This is an optimization exercise on Yosys and OpenROAD, whose aim is small area, not a production implementation.
In this exercise RTL edits were held to simulation tests only and were not proved equivalent to the original.
The clock port is modelled as an ideal driver; clocking choices that lean on that would not hold on a real chip.
Power and IR drop assume default switching activity.

Design ps1_core, start of the top module:
module ps1_core (
    input  wire        clk,
    input  wire        rst,
    input  wire        wake_w,
    output wire        adc_start_w,
    input  wire        adc_busy_w,
    input  wire [7:0]  adc_data_w,
    output wire        line_drv_low,
    output wire [1:0]  status_w,
    output wire        tx_done_w,
    output wire        sleep_w,
    input  wire        wake_m,
    input  wire        line_in,
    output wire        adc_start_m,
    input  wire        adc_busy_m,
    input  wire [7:0]  adc_data_m,
    output wire        charge_en,
    output wire        retry_m,
    output wire [1:0]  status_m,
    output wire [2:0]  dec_state,
    output wire [15:0] edge_count,
    output wire        sleep_m
);
Settings: LEC_CHECK=0, CAP_MARGIN=20, CORE_MARGIN=2, CORE_UTILIZATION=40, CTS_BUF_LIST=sky130_fd_sc_hd__clkbuf_4, GPL_TIMING_DRIVEN=0, SLEW_MARGIN=20; clock period 12.0 ns.
standard.sh (not shown) runs the stock make flow with config.mk's settings and CLKGATE_MAP_FILE= SYNTH_SCRIPT=/design/flow/synth_recipe.tcl, a recipe that flattens the netlist after the stock synthesis.
==> flow/flow/run.sh <==
#!/bin/bash
# Layout flow: the standard flow (standard.sh) with these changes:
# - synthesis maps the logic with an area-oriented abc script (area.abc,
#   with a 60-second &deepsyn pass)
#   instead of ORFS's speed script, and leaves adders to abc instead of
#   mapping them to half/full-adder cells first; everything else in the
#   synthesis (flip-flop mapping, flattening, renaming) is the standard flow's own;
# - ports are buffered with sky130_fd_sc_hd__buf_1;
# - clock tree synthesis inserts no dummy loads, and a leaf clock buffer
#   that drives 10 or more flip-flops is then upsized (post_cts.tcl);
# - the constant outputs share synthesis's one tie cell (no tie fan-out
#   repair).
# Each tool's output goes to the ORFS logs under orfs/logs; make's own output
# goes to standard.log here.
set -euo pipefail
HERE=$PWD
sed -e '/^source .*synth_preamble.tcl/a set abc_args [lreplace $abc_args 1 1 '"$HERE"'/flow/area.abc]' \
    "$FLOW_HOME/scripts/synth.tcl" > "$HERE/synth_area.tcl"
sed -e "s#source \$::env(SCRIPTS_DIR)/synth.tcl#source $HERE/synth_area.tcl#" \
    "$HERE/synth_recipe.tcl" > "$HERE/synth_recipe_area.tcl"
bash standard.sh SYNTH_SCRIPT="$HERE/synth_recipe_area.tcl" ADDER_MAP_FILE= \
    "BUFFER_PORTS_ARGS=-buffer_cell sky130_fd_sc_hd__buf_1" \
    "CTS_ARGS=-sink_clustering_enable -repair_clock_nets -buf_list sky130_fd_sc_hd__clkbuf_4 -dont_use_dummy_load" \
    POST_CTS_TCL="$HERE/flow/post_cts.tcl" SKIP_REPAIR_TIE_FANOUT=1 PRE_GLOBAL_PLACE_TCL="$HERE/flow/pre_gpl.tcl" \
    finish > standard.log 2>&1
==> flow/flow/area.abc <==
strash
&get -n
&fraig -x
&put
scorr
dc2
dretime
strash
&get -n
&deepsyn -T 60
&put
strash
&get -n
&dch -f
&nf -R 1000
&put
==> flow/flow/post_cts.tcl <==
# Runs at the end of the CTS step. A leaf clock buffer (clkbuf_4) that drives
# 10 or more flip-flops gives them too slow a clock edge; it is swapped for a
# clkbuf_8, and the placement is legalised again.
set upsized 0
foreach inst [get_cells clkbuf_*] {
  if {[get_property $inst ref_name] ne "sky130_fd_sc_hd__clkbuf_4"} { continue }
  set out [get_pins -of_objects $inst -filter "direction==output"]
  set n [llength [get_pins -of_objects [get_nets -of_objects $out] -filter "direction==input"]]
  if {$n >= 10} {
    replace_cell $inst sky130_fd_sc_hd__clkbuf_8
    puts "post_cts: [get_name $inst] drives $n sinks, now clkbuf_8"
    incr upsized
  }
}
if {$upsized > 0} {
  detailed_placement
  check_placement -verbose
}
==> flow/flow/pre_gpl.tcl <==
remove_buffers
Next try:
--- a/flow/flow/run.sh
+++ b/flow/flow/run.sh
@@ -22,4 +22,4 @@
     "BUFFER_PORTS_ARGS=-buffer_cell sky130_fd_sc_hd__buf_1" \
     "CTS_ARGS=-sink_clustering_enable -repair_clock_nets -buf_list sky130_fd_sc_hd__clkbuf_4 -dont_use_dummy_load" \
-    POST_CTS_TCL="$HERE/flow/post_cts.tcl" SKIP_REPAIR_TIE_FANOUT=1 PRE_GLOBAL_PLACE_TCL="$HERE/flow/pre_gpl.tcl" \
+    POST_CTS_TCL="$HERE/flow/post_cts.tcl" SKIP_REPAIR_TIE_FANOUT=1 \
     finish > standard.log 2>&1
Settings changed: GPL_TIMING_DRIVEN 0 to default.
removed: flow/flow/pre_gpl.tcl
After rerunning: The new run went through all stages and came out clean. Routed wire length came out lower slightly. Hold slack improves by 0.026 ns. Flip-flop and latch count is unchanged. Power stays flat. Die area is unchanged. Worst setup slack improves by 0.13 ns. First-iteration DRC count came out higher by well over a third.
Next try:
==> flow/run.sh (new file) <==
#!/bin/bash
# synth_recipe.tcl (not shown) runs the flow's synth.tcl, then flattens the netlist and writes it again
# the make line also repeats each setting of config.mk as NAME=value (left out here)
make -C /OpenROAD-flow-scripts/flow DESIGN_CONFIG=/design/flow/config.mk WORK_HOME=/design/flow/orfs CLKGATE_MAP_FILE= SYNTH_SCRIPT=/design/flow/synth_recipe.tcl finish
Settings changed: CTS_BUF_LIST sky130_fd_sc_hd__clkbuf_4 to default.
removed: flow/flow/run.sh
removed: flow/flow/area.abc
removed: flow/flow/post_cts.tcl
removed: flow/standard.sh
Non-clock buffer count goes down by 3.
Total power goes up by a quarter to a third.
Fmax goes up by about a fifth.
Area after synthesis goes up by a quarter to a third.
Utilization goes up by 2.0 points.
Flip-flop and latch count is unchanged.
Die area goes up by a quarter to a third.
Setup slack gets better by 0.74 ns.
Sequential share of layout area goes down by 11 points.
Final area goes up by well over a third.
Sequential power is about the same.
Next try:
==> flow/flow/run.sh (new file) <==
#!/bin/bash
# Layout flow: the standard flow (standard.sh) with these changes:
# - synthesis maps the logic with an area-oriented abc script (area.abc,
#   with a 60-second &deepsyn pass)
#   instead of ORFS's speed script, and leaves adders to abc instead of
#   mapping them to half/full-adder cells first; everything else in the
#   synthesis (flip-flop mapping, flattening, renaming) is the standard flow's own;
# - ports are buffered with sky130_fd_sc_hd__buf_1;
# - clock tree synthesis inserts no dummy loads, and a leaf clock buffer
#   that drives 10 or more flip-flops is then upsized (post_cts.tcl);
# - the constant outputs share synthesis's one tie cell (no tie fan-out
#   repair).
# Each tool's output goes to the ORFS logs under orfs/logs; make's own output
# goes to standard.log here.
set -euo pipefail
HERE=$PWD
sed -e '/^source .*synth_preamble.tcl/a set abc_args [lreplace $abc_args 1 1 '"$HERE"'/flow/area.abc]' \
    "$FLOW_HOME/scripts/synth.tcl" > "$HERE/synth_area.tcl"
sed -e "s#source \$::env(SCRIPTS_DIR)/synth.tcl#source $HERE/synth_area.tcl#" \
    "$HERE/synth_recipe.tcl" > "$HERE/synth_recipe_area.tcl"
bash standard.sh SYNTH_SCRIPT="$HERE/synth_recipe_area.tcl" ADDER_MAP_FILE= \
    "BUFFER_PORTS_ARGS=-buffer_cell sky130_fd_sc_hd__buf_1" \
    "CTS_ARGS=-sink_clustering_enable -repair_clock_nets -buf_list sky130_fd_sc_hd__clkbuf_4 -dont_use_dummy_load" \
    POST_CTS_TCL="$HERE/flow/post_cts.tcl" SKIP_REPAIR_TIE_FANOUT=1 \
    finish > standard.log 2>&1
==> flow/flow/area.abc (new file) <==
strash
&get -n
&fraig -x
&put
scorr
dc2
dretime
strash
&get -n
&deepsyn -T 60
&put
strash
&get -n
&dch -f
&nf -R 1000
&put
==> flow/flow/post_cts.tcl (new file) <==
# Runs at the end of the CTS step. A leaf clock buffer (clkbuf_4) that drives
# 10 or more flip-flops gives them too slow a clock edge; it is swapped for a
# clkbuf_8, and the placement is legalised again.
set upsized 0
foreach inst [get_cells clkbuf_*] {
  if {[get_property $inst ref_name] ne "sky130_fd_sc_hd__clkbuf_4"} { continue }
  set out [get_pins -of_objects $inst -filter "direction==output"]
  set n [llength [get_pins -of_objects [get_nets -of_objects $out] -filter "direction==input"]]
  if {$n >= 10} {
    replace_cell $inst sky130_fd_sc_hd__clkbuf_8
    puts "post_cts: [get_name $inst] drives $n sinks, now clkbuf_8"
    incr upsized
  }
}
if {$upsized > 0} {
  detailed_placement
  check_placement -verbose
}
==> flow/standard.sh (new file) <==
#!/bin/bash
# synth_recipe.tcl (not shown) runs the flow's synth.tcl, then flattens the netlist and writes it again
# the make line also repeats each setting of config.mk as NAME=value (left out here)
make -C /OpenROAD-flow-scripts/flow DESIGN_CONFIG=/design/flow/config.mk WORK_HOME=/design/flow/orfs CLKGATE_MAP_FILE= SYNTH_SCRIPT=/design/flow/synth_recipe.tcl "${@:-finish}"
Settings changed: CAP_MARGIN 20 to 0, CTS_BUF_LIST from default to sky130_fd_sc_hd__clkbuf_4, SLEW_MARGIN 20 to 0.
removed: flow/run.sh
=>
- total power shrinks by 23%
- wire length shrinks by 31%
- hold slack improves by 0.0078 ns
- global-route usage shrinks by 1.4 points
- critical path depth grows by 12
- count of clock-buffer cells in the layout shrinks by 3
- register-to-register slack degrades by 0.93 ns
- via count shrinks by 26%
- maximum frequency shrinks by 13%
- synthesized area shrinks by 24%
Next try:
--- a/flow/flow/run.sh
+++ b/flow/flow/run.sh
@@ -8,7 +8,5 @@
 # - ports are buffered with sky130_fd_sc_hd__buf_1;
 # - clock tree synthesis inserts no dummy loads, and a leaf clock buffer
-#   that drives 10 or more flip-flops is then upsized (post_cts.tcl);
-# - the constant outputs share synthesis's one tie cell (no tie fan-out
-#   repair).
+#   that drives 10 or more flip-flops is then upsized (post_cts.tcl).
 # Each tool's output goes to the ORFS logs under orfs/logs; make's own output
 # goes to standard.log here.
@@ -22,4 +20,4 @@
     "BUFFER_PORTS_ARGS=-buffer_cell sky130_fd_sc_hd__buf_1" \
     "CTS_ARGS=-sink_clustering_enable -repair_clock_nets -buf_list sky130_fd_sc_hd__clkbuf_4 -dont_use_dummy_load" \
-    POST_CTS_TCL="$HERE/flow/post_cts.tcl" SKIP_REPAIR_TIE_FANOUT=1 \
+    POST_CTS_TCL="$HERE/flow/post_cts.tcl" \
     finish > standard.log 2>&1
Settings changed: CAP_MARGIN 0 to 20, SLEW_MARGIN 0 to 20.
=>
- The changed run completed without violations
- via count fell slightly
- final area rose slightly
- worst setup slack is worse by 0.049 ns
- non-clock buffer count stays the same
- first-iteration DRC count fell by about a fifth

[what the ideal ports hide]
Ports are ideal in the flow. The routed layouts listed here were re-timed in OpenROAD. Step 1: set_driving_cell puts a clkbuf_16 on clk and a buf_2 on each other input, an assumption about the parent block. Step 2 moves the port delays by t, midway between the first and last clock arrival at a register: inputs arrive t later, outputs are due t later. That takes back most of the time a late clock gives input paths. Slacks: no drivers / after step 1 / after step 2; pairs: no drivers / after step 1.
run	t, ns	setup WS [ns]	worst setup path at the end	pins driven straight from the clock port
the first run	0.426	6.061 / 6.067 / 5.641	input to register	1
the second run	0.431	6.194 / 6.202 / 5.771	input to register	1
the third run	0.390	6.933 / 6.943 / 6.553	input to register	1
the fourth run	0.431	6.194 / 6.202 / 5.771	input to register	1
the fifth run	0.412	6.145 / 6.152 / 5.740	input to register	1
After both steps every run listed still meets setup and hold.
